This is an optimization exercise on Yosys and OpenROAD, whose aim is small area, not a production implementation.
No activity file was given, so power comes from the tool's default toggle rates.

==> inputs of 02-19 <==
==> flow/design.v <==
module ppm_core (
    input  wire        clk,
    input  wire        rst,
    input  wire        start,
    input  wire        mode,
    input  wire [15:0] len,
    output wire        ready,
    input  wire        in_valid,
    input  wire [7:0]  in_data,
    output wire        in_ready,
    output wire        out_we,
    output wire [18:0] out_addr,
    output wire [7:0]  out_data,
    output wire        tbl_clr,
    output wire [11:0] tbl_raddr,
    output wire        tbl_we,
    output wire [11:0] tbl_waddr,
    output wire [7:0]  tbl_wdata,
    input  wire [7:0]  tbl_rdata,
    output wire        done,
    output wire [18:0] out_len,
    output wire [1:0]  stop
);
    localparam [63:0] MIXER = 64'hFF51AFD7ED558CCD;
    localparam [2:0] S_IDLE = 3'd0;
    localparam [2:0] S_HASH = 3'd1;    
    localparam [2:0] S_WA   = 3'd2;    
    localparam [2:0] S_ACT  = 3'd3;    
    localparam [2:0] S_WC   = 3'd4;    
    localparam [2:0] S_CMT  = 3'd5;    
    localparam [2:0] S_FIN  = 3'd6;    
    localparam [2:0] S_DONE = 3'd7;
    reg  [2:0]  state;
    reg         md;         
    reg  [5:0]  j;          
    reg  [23:0] s;          
    reg  [23:0] ctx;        
    reg  [15:0] rem;        
    reg  [18:0] base;       
    reg  [3:0]  off;        
    reg  [8:0]  fl;         
    wire [11:0] key   = s[23:12];
    wire        rem0  = (rem == 16'd0);
    wire [15:0] rem_m1;
    wire [16:0] rb;
    assign rb[0] = 1'b1;
    genvar gr;
    generate for (gr = 0; gr < 16; gr = gr + 1) begin : g_rem
        assign rem_m1[gr] = rem[gr] ^ rb[gr];
        assign rb[gr+1]   = !rem[gr] & rb[gr];
    end endgenerate
    wire        ph2   = (j >= 6'd52);
    wire        mbit  = MIXER[j];
    wire [23:0] add;
    assign add[11:0]  = mbit ? ctx[11:0] : 12'd0;
    assign add[23:12] = (mbit && !ph2) ? ctx[23:12] : 12'd0;
    wire [24:0] sum;
    wire [24:0] cy;
    assign cy[0] = 1'b0;
    genvar gi;
    generate for (gi = 0; gi < 24; gi = gi + 1) begin : g_mul
        wire cin = (gi == 12) ? (cy[12] & !ph2) : cy[gi];
        assign sum[gi]  = s[gi] ^ add[gi] ^ cin;
        assign cy[gi+1] = (s[gi] & add[gi]) | (s[gi] & cin) | (add[gi] & cin);
    end endgenerate
    assign sum[24] = cy[24];
    wire is_hash = (state == S_HASH);
    wire is_act  = (state == S_ACT);
    wire is_wc   = (state == S_WC);
    wire is_cmt  = (state == S_CMT);
    wire is_fin  = (state == S_FIN);
    wire needctrl = md & off[3];
    wire hit      = (tbl_rdata == in_data);
    wire take     = is_act & !rem0 & in_valid & (!md | needctrl | !fl[8]);
    wire bump     = is_hash & (j == 6'd0) & !md & fl[8];
    wire flagw    = (is_wc & !md & fl[8]) | (is_fin & fl[8]);
    wire litw     = is_cmt & (md | !fl[0]);
    wire [3:0]  xoff = (is_wc | is_fin) ? 4'd0 : off;
    wire [18:0] addr;
    wire [19:0] ac;
    assign ac[0] = 1'b0;
    generate for (gi = 0; gi < 19; gi = gi + 1) begin : g_addr
        if (gi < 4) begin : g_fa
            assign addr[gi]  = base[gi] ^ xoff[gi] ^ ac[gi];
            assign ac[gi+1]  = (base[gi] & xoff[gi]) | (base[gi] & ac[gi]) | (xoff[gi] & ac[gi]);
        end else begin : g_ha
            assign addr[gi]  = base[gi] ^ ac[gi];
            assign ac[gi+1]  = base[gi] & ac[gi];
        end
    end endgenerate
    assign ready     = (state == S_IDLE);
    assign done      = (state == S_DONE);
    assign out_len   = addr;
    assign stop      = {md, !md | !off[3]};
    assign tbl_clr   = (state == S_IDLE);
    assign tbl_raddr = key;
    assign tbl_waddr = key;
    assign tbl_wdata = in_data;
    assign tbl_we    = take & (md ? !needctrl : !hit);
    assign in_ready  = is_act & !rem0 & (!md | needctrl | !fl[8]);
    assign out_we    = litw | flagw;
    assign out_addr  = addr;
    assign out_data  = (is_wc | is_fin) ? fl[7:0] : tbl_rdata;
    always @(posedge clk) begin
        if (rst) begin
            state <= S_IDLE;
        end else begin
            case (state)
            S_IDLE: if (start) begin
                md    <= mode;
                rem   <= len;
                ctx   <= 24'd0;
                base  <= mode ? 19'h7FFF8 : 19'd0;
                off   <= mode ? 4'd8 : 4'd1;
                fl    <= 9'd1;
                j     <= 6'd0;
                s     <= 24'd0;
                state <= S_HASH;
            end
            S_HASH: begin
                s <= {ph2 ? sum[0] : sum[24], sum[23:1]};
                j <= j + 6'd1;
                if (bump) begin
                    base <= addr;
                    off  <= 4'd1;
                    fl   <= 9'd1;
                end
                if (j == 6'd63) state <= S_WA;
            end
            S_WA: state <= S_ACT;
            S_ACT: begin
                if (take) rem <= rem_m1;
                if (needctrl) begin
                    if (rem0) state <= S_DONE;
                    else if (in_valid) begin
                        fl   <= {in_data, 1'b0};
                        base <= addr;
                        off  <= 4'd0;
                    end
                end else if (md & fl[8]) begin
                    fl    <= {fl[7:0], 1'b0};
                    state <= S_WC;
                end else if (rem0) begin
                    state <= md ? S_DONE : S_FIN;
                end else if (in_valid) begin
                    fl    <= {fl[7:0], md ? 1'b0 : hit};
                    state <= S_WC;
                end
            end
            S_WC: state <= S_CMT;
            S_CMT: begin
                ctx   <= {ctx[15:0], tbl_rdata};
                if (litw) off <= off + 4'd1;
                s     <= 24'd0;
                state <= S_HASH;
            end
            S_FIN: begin
                if (fl[8]) state <= S_DONE;
                else fl <= {fl[7:0], 1'b0};
            end
            default: state <= S_IDLE;    
            endcase
        end
    end
endmodule
==> flow/flow/run.sh <==
#!/bin/bash
set -euo pipefail
W=$(pwd)
{
  echo 'proc abc {args} {'
  echo '  set i [lsearch $args -script]'
  echo "  if {\$i >= 0} { set args [lreplace \$args [expr {\$i+1}] [expr {\$i+1}] $W/flow/abc_area.script] }"
  echo '  yosys abc {*}$args'
  echo '}'
  cat "$W/synth_recipe.tcl"
} > "$W/area_synth.tcl"
sed "s#SYNTH_SCRIPT=[^ ]*#SYNTH_SCRIPT=$W/area_synth.tcl#" "$W/standard.sh" > "$W/area_standard.sh"
grep -q "SYNTH_SCRIPT=$W/area_synth.tcl" "$W/area_standard.sh"
export SYNTH_OPERATIONS_ARGS=-noshare
export BUFFER_PORTS_ARGS="-buffer_cell sky130_fd_sc_hd__buf_1"
bash "$W/area_standard.sh" finish > "$W/make_finish.log" 2>&1
==> flow/flow/abc_area.script <==
strash
dc2
dc2
dch -f
amap
topo
==> flow/standard.sh <==
#!/bin/bash
# synth_recipe.tcl (not shown) runs the flow's synth.tcl, then flattens the netlist and writes it again
# the make line also repeats each setting of config.mk as NAME=value (left out here)
make -C /OpenROAD-flow-scripts/flow DESIGN_CONFIG=/design/flow/config.mk WORK_HOME=/design/flow/orfs CLKGATE_MAP_FILE= SYNTH_SCRIPT=/design/flow/synth_recipe.tcl "${@:-finish}"
==> flow/config.mk <==
export PLATFORM = sky130hd
export DESIGN_NAME = ppm_core
export DESIGN_NICKNAME = ppm_core
export VERILOG_FILES = /design/flow/design.v
export SDC_FILE = /design/flow/constraint.sdc
export NUM_CORES = 4
export LEC_CHECK = 0
export CAP_MARGIN = 20
export CORE_MARGIN = 2
export CORE_UTILIZATION = 40
export CTS_BUF_LIST = sky130_fd_sc_hd__clkbuf_8
export PLACE_DENSITY = 0.6
export SLEW_MARGIN = 20
==> flow/constraint.sdc <==
create_clock -name core_clock -period 15.0 [get_ports {clk}]
set_input_delay 3.0000 -clock core_clock [delete_from_list [all_inputs] [get_ports {clk}]]
set_output_delay 3.0000 -clock core_clock [all_outputs]
set_load 0.01 [all_outputs]
==> inputs of 03-07, as changes to 02-19 <==
==> flow/design.v, changed modules only <==
module ppm_core (
    input  wire        clk,
    input  wire        rst,
    input  wire        start,
    input  wire        mode,
    input  wire [15:0] len,
    output wire        ready,
    input  wire        in_valid,
    input  wire [7:0]  in_data,
    output wire        in_ready,
    output wire        out_we,
    output wire [18:0] out_addr,
    output wire [7:0]  out_data,
    output wire        tbl_clr,
    output wire [11:0] tbl_raddr,
    output wire        tbl_we,
    output wire [11:0] tbl_waddr,
    output wire [7:0]  tbl_wdata,
    input  wire [7:0]  tbl_rdata,
    output wire        done,
    output wire [18:0] out_len,
    output wire [1:0]  stop
);
    localparam [63:0] MIXER = 64'hFF51AFD7ED558CCD;
    localparam [2:0] S_IDLE = 3'd0;    
    localparam [2:0] S_HASH = 3'd1;    
    localparam [2:0] S_WA   = 3'd2;    
    localparam [2:0] S_ACT  = 3'd3;    
    localparam [2:0] S_WC   = 3'd4;    
    localparam [2:0] S_CMT  = 3'd5;    
    localparam [2:0] S_FIN  = 3'd6;    
    localparam [2:0] S_PRE  = 3'd7;    
    reg  [2:0]  state;
    reg         md;         
    reg  [5:0]  j;          
    reg  [23:0] s;          
    reg  [23:0] ctx;        
    reg  [15:0] remc;       
    reg  [18:0] base;       
    reg  [3:0]  off;        
    reg  [8:0]  fl;         
    genvar gi;
    wire [11:0] key   = s[23:12];
    wire        ph2   = (j >= 6'd52);
    wire        mbit  = MIXER[j];
    wire        jlast = (j == 6'd63);
    wire        rem0  = (remc == 16'hFFFF);
    wire        take;
    wire [15:0] rem_m1;
    wire [16:0] rb;
    assign rb[0] = take;
    generate for (gi = 0; gi < 16; gi = gi + 1) begin : g_rem
        assign rem_m1[gi] = remc[gi] ^ rb[gi];
        assign rb[gi+1]   = remc[gi] & rb[gi];
    end endgenerate
    wire [23:0] add;
    assign add[11:0]  = mbit ? ctx[11:0] : 12'd0;
    assign add[23:12] = (mbit && !ph2) ? ctx[23:12] : 12'd0;
    wire [24:0] sum;
    wire [24:0] cy;
    assign cy[0] = 1'b0;
    generate for (gi = 0; gi < 24; gi = gi + 1) begin : g_mul
        wire cin = (gi == 12) ? (cy[12] & !ph2) : cy[gi];
        assign sum[gi]  = s[gi] ^ add[gi] ^ cin;
        assign cy[gi+1] = (s[gi] & add[gi]) | (s[gi] & cin) | (add[gi] & cin);
    end endgenerate
    assign sum[24] = cy[24];
    wire is_idle = (state == S_IDLE);
    wire is_hash = (state == S_HASH);
    wire is_act  = (state == S_ACT);
    wire is_wc   = (state == S_WC);
    wire is_cmt  = (state == S_CMT);
    wire is_fin  = (state == S_FIN);
    wire is_pre  = (state == S_PRE);
    wire needctrl = md & off[3];
    wire hit      = (tbl_rdata == in_data);
    assign take   = is_act & !rem0 & in_valid & (!md | needctrl | !fl[8]);
    wire bump     = is_hash & (j == 6'd0) & !md & fl[8];
    wire flagw    = (is_wc & !md & fl[8]) | (is_fin & fl[8]);
    wire litw     = is_cmt & (md | !fl[0]);
    wire dec_end  = is_act & md & rem0 & (off[3] | !fl[8]);
    wire [3:0]  xoff = (is_wc | is_fin) ? 4'd0 : off;
    wire [18:0] addr;
    wire [19:0] ac;
    assign ac[0] = 1'b0;
    generate for (gi = 0; gi < 19; gi = gi + 1) begin : g_addr
        if (gi < 4) begin : g_fa
            assign addr[gi] = base[gi] ^ xoff[gi] ^ ac[gi];
            assign ac[gi+1] = (base[gi] & xoff[gi]) | (base[gi] & ac[gi]) | (xoff[gi] & ac[gi]);
        end else begin : g_ha
            assign addr[gi] = base[gi] ^ ac[gi];
            assign ac[gi+1] = base[gi] & ac[gi];
        end
    end endgenerate
    assign ready     = is_idle;
    assign done      = (is_idle & !md & fl[8]) | dec_end;
    assign out_len   = addr;
    assign stop      = {md, !md | !off[3]};
    assign tbl_clr   = is_idle;
    assign tbl_raddr = key;
    assign tbl_waddr = key;
    assign tbl_wdata = in_data;
    assign tbl_we    = take & (md ? !needctrl : !hit);
    assign in_ready  = is_act & !rem0 & (!md | needctrl | !fl[8]);
    assign out_we    = litw | flagw;
    assign out_addr  = addr;
    assign out_data  = (is_wc | is_fin) ? fl[7:0] : tbl_rdata;
    wire        s_keep = (state == S_WA) | is_act | is_wc | is_fin;
    wire [23:0] s_step = {ph2 ? sum[0] : sum[24], sum[23:1]};
    wire [5:0]  j_inc  = j + 6'd1;
    always @(posedge clk) begin
        s   <= ({24{is_hash}} & s_step) | ({24{s_keep}} & s);
        j   <= is_idle ? 6'd60 : (is_cmt ? 6'd0 : j_inc);
        remc <= is_idle ? ~len : rem_m1;
    end
    always @(posedge clk) begin
        if (rst) begin
            state <= S_IDLE;
            fl[8] <= 1'b0;
        end else begin
            case (state)
            S_IDLE: begin
                fl[8] <= 1'b0;
                md    <= mode;
                base  <= mode ? 19'h7FFF8 : 19'd0;
                off   <= mode ? 4'd8 : 4'd1;
                fl    <= 9'd1;
                if (start) state <= S_PRE;
            end
            S_PRE: begin
                ctx <= {ctx[15:0], tbl_rdata};
                if (jlast) state <= S_WA;
            end
            S_HASH: begin
                if (bump) begin
                    base <= addr;
                    off  <= 4'd1;
                    fl   <= 9'd1;
                end
                if (jlast) state <= S_WA;
            end
            S_WA: state <= S_ACT;
            S_ACT: begin
                if (needctrl) begin
                    if (rem0) state <= S_IDLE;
                    else if (in_valid) begin
                        fl   <= {in_data, 1'b0};
                        base <= addr;
                        off  <= 4'd0;
                    end
                end else if (md & fl[8]) begin
                    fl    <= {fl[7:0], 1'b0};
                    state <= S_WC;
                end else if (rem0) begin
                    state <= md ? S_IDLE : S_FIN;
                end else if (in_valid) begin
                    fl    <= {fl[7:0], md ? 1'b0 : hit};
                    state <= S_WC;
                end
            end
            S_WC: state <= S_CMT;
            S_CMT: begin
                ctx   <= {ctx[15:0], tbl_rdata};
                if (litw) off <= off + 4'd1;
                state <= S_HASH;
            end
            default: begin    
                if (fl[8]) state <= S_IDLE;
                else fl <= {fl[7:0], 1'b0};
            end
            endcase
        end
    end
endmodule
--- a/flow/flow/run.sh
+++ b/flow/flow/run.sh
@@ -8,6 +8,7 @@
   echo '  yosys abc {*}$args'
   echo '}'
-  cat "$W/synth_recipe.tcl"
+  sed "s/yosys synth -nofsm -noshare /yosys synth -nofsm -noshare -noabc /" "$W/synth_recipe.tcl"
 } > "$W/area_synth.tcl"
+grep -q -- "-noabc" "$W/area_synth.tcl"
 sed "s#SYNTH_SCRIPT=[^ ]*#SYNTH_SCRIPT=$W/area_synth.tcl#" "$W/standard.sh" > "$W/area_standard.sh"
 grep -q "SYNTH_SCRIPT=$W/area_synth.tcl" "$W/area_standard.sh"
Settings changed: CORE_UTILIZATION 40 to 70, PLACE_DENSITY 0.6 to 0.85.
==> results.txt <==
|  | 03-07 | 02-19 |
|---|---|---|
| Layout cell share with drive strength beyond 1 | 0.03859 | 0.03982 |
| Row cnt | 32 | 45 |
| Switching Fraction | 0.4483 | 0.4124 |
| First-pass GRT wire length | 19640 um | 21540 um |
| Die span in y | 94.20 um | 129.0 um |
| Gate count after technology mapping | 533 | 586 |
| Outcome | timing/DRC/antenna clean | timing/DRC/antenna clean |
| Number of non-clock inverters in the layout | 36 | 81 |
| 1st-iter DRT viols | 251 | 258 |
| Met1 wire length | 5091 um | 5642 um |
| Leading cell type in the layout, fill and taps excluded | sky130_fd_sc_hd__buf_1 | sky130_fd_sc_hd__nor2_1 |
| Clock net power | 0.183 mW | 0.185 mW |
| Met2 wire length | 6059 um | 6673 um |
| Destination of the worst hold path | ctx[13] | state[2] |
| Shortest period the worst path allows | 11.42 ns | 11.34 ns |
No functional check of the RTL was part of any run of this note.

==> static timing again, ports no longer ideal <==
No port has a modelled driver above. Below, the same layouts with a new extraction and two added sets of constraints.
Step 1: set_driving_cell puts a clkbuf_16 on clk and a buf_2 on each other input, an assumption about the parent block.
Step 2 moves the port delays by t, midway between the first and last clock arrival at a register: inputs arrive t later, outputs are due t later. That takes back most of the time a late clock gives input paths.
Three values: no drivers, after step 1, after step 2; two values: the first two.
run	shift t [ns]	setup slack, ns	clock arrival spread, ns
02-19	0.415	3.656 / 3.656 / 3.656	0.020 / 0.021
03-07	0.400	3.581 / 3.581 / 3.581	0.014 / 0.014
After both steps every run listed still meets setup and hold.
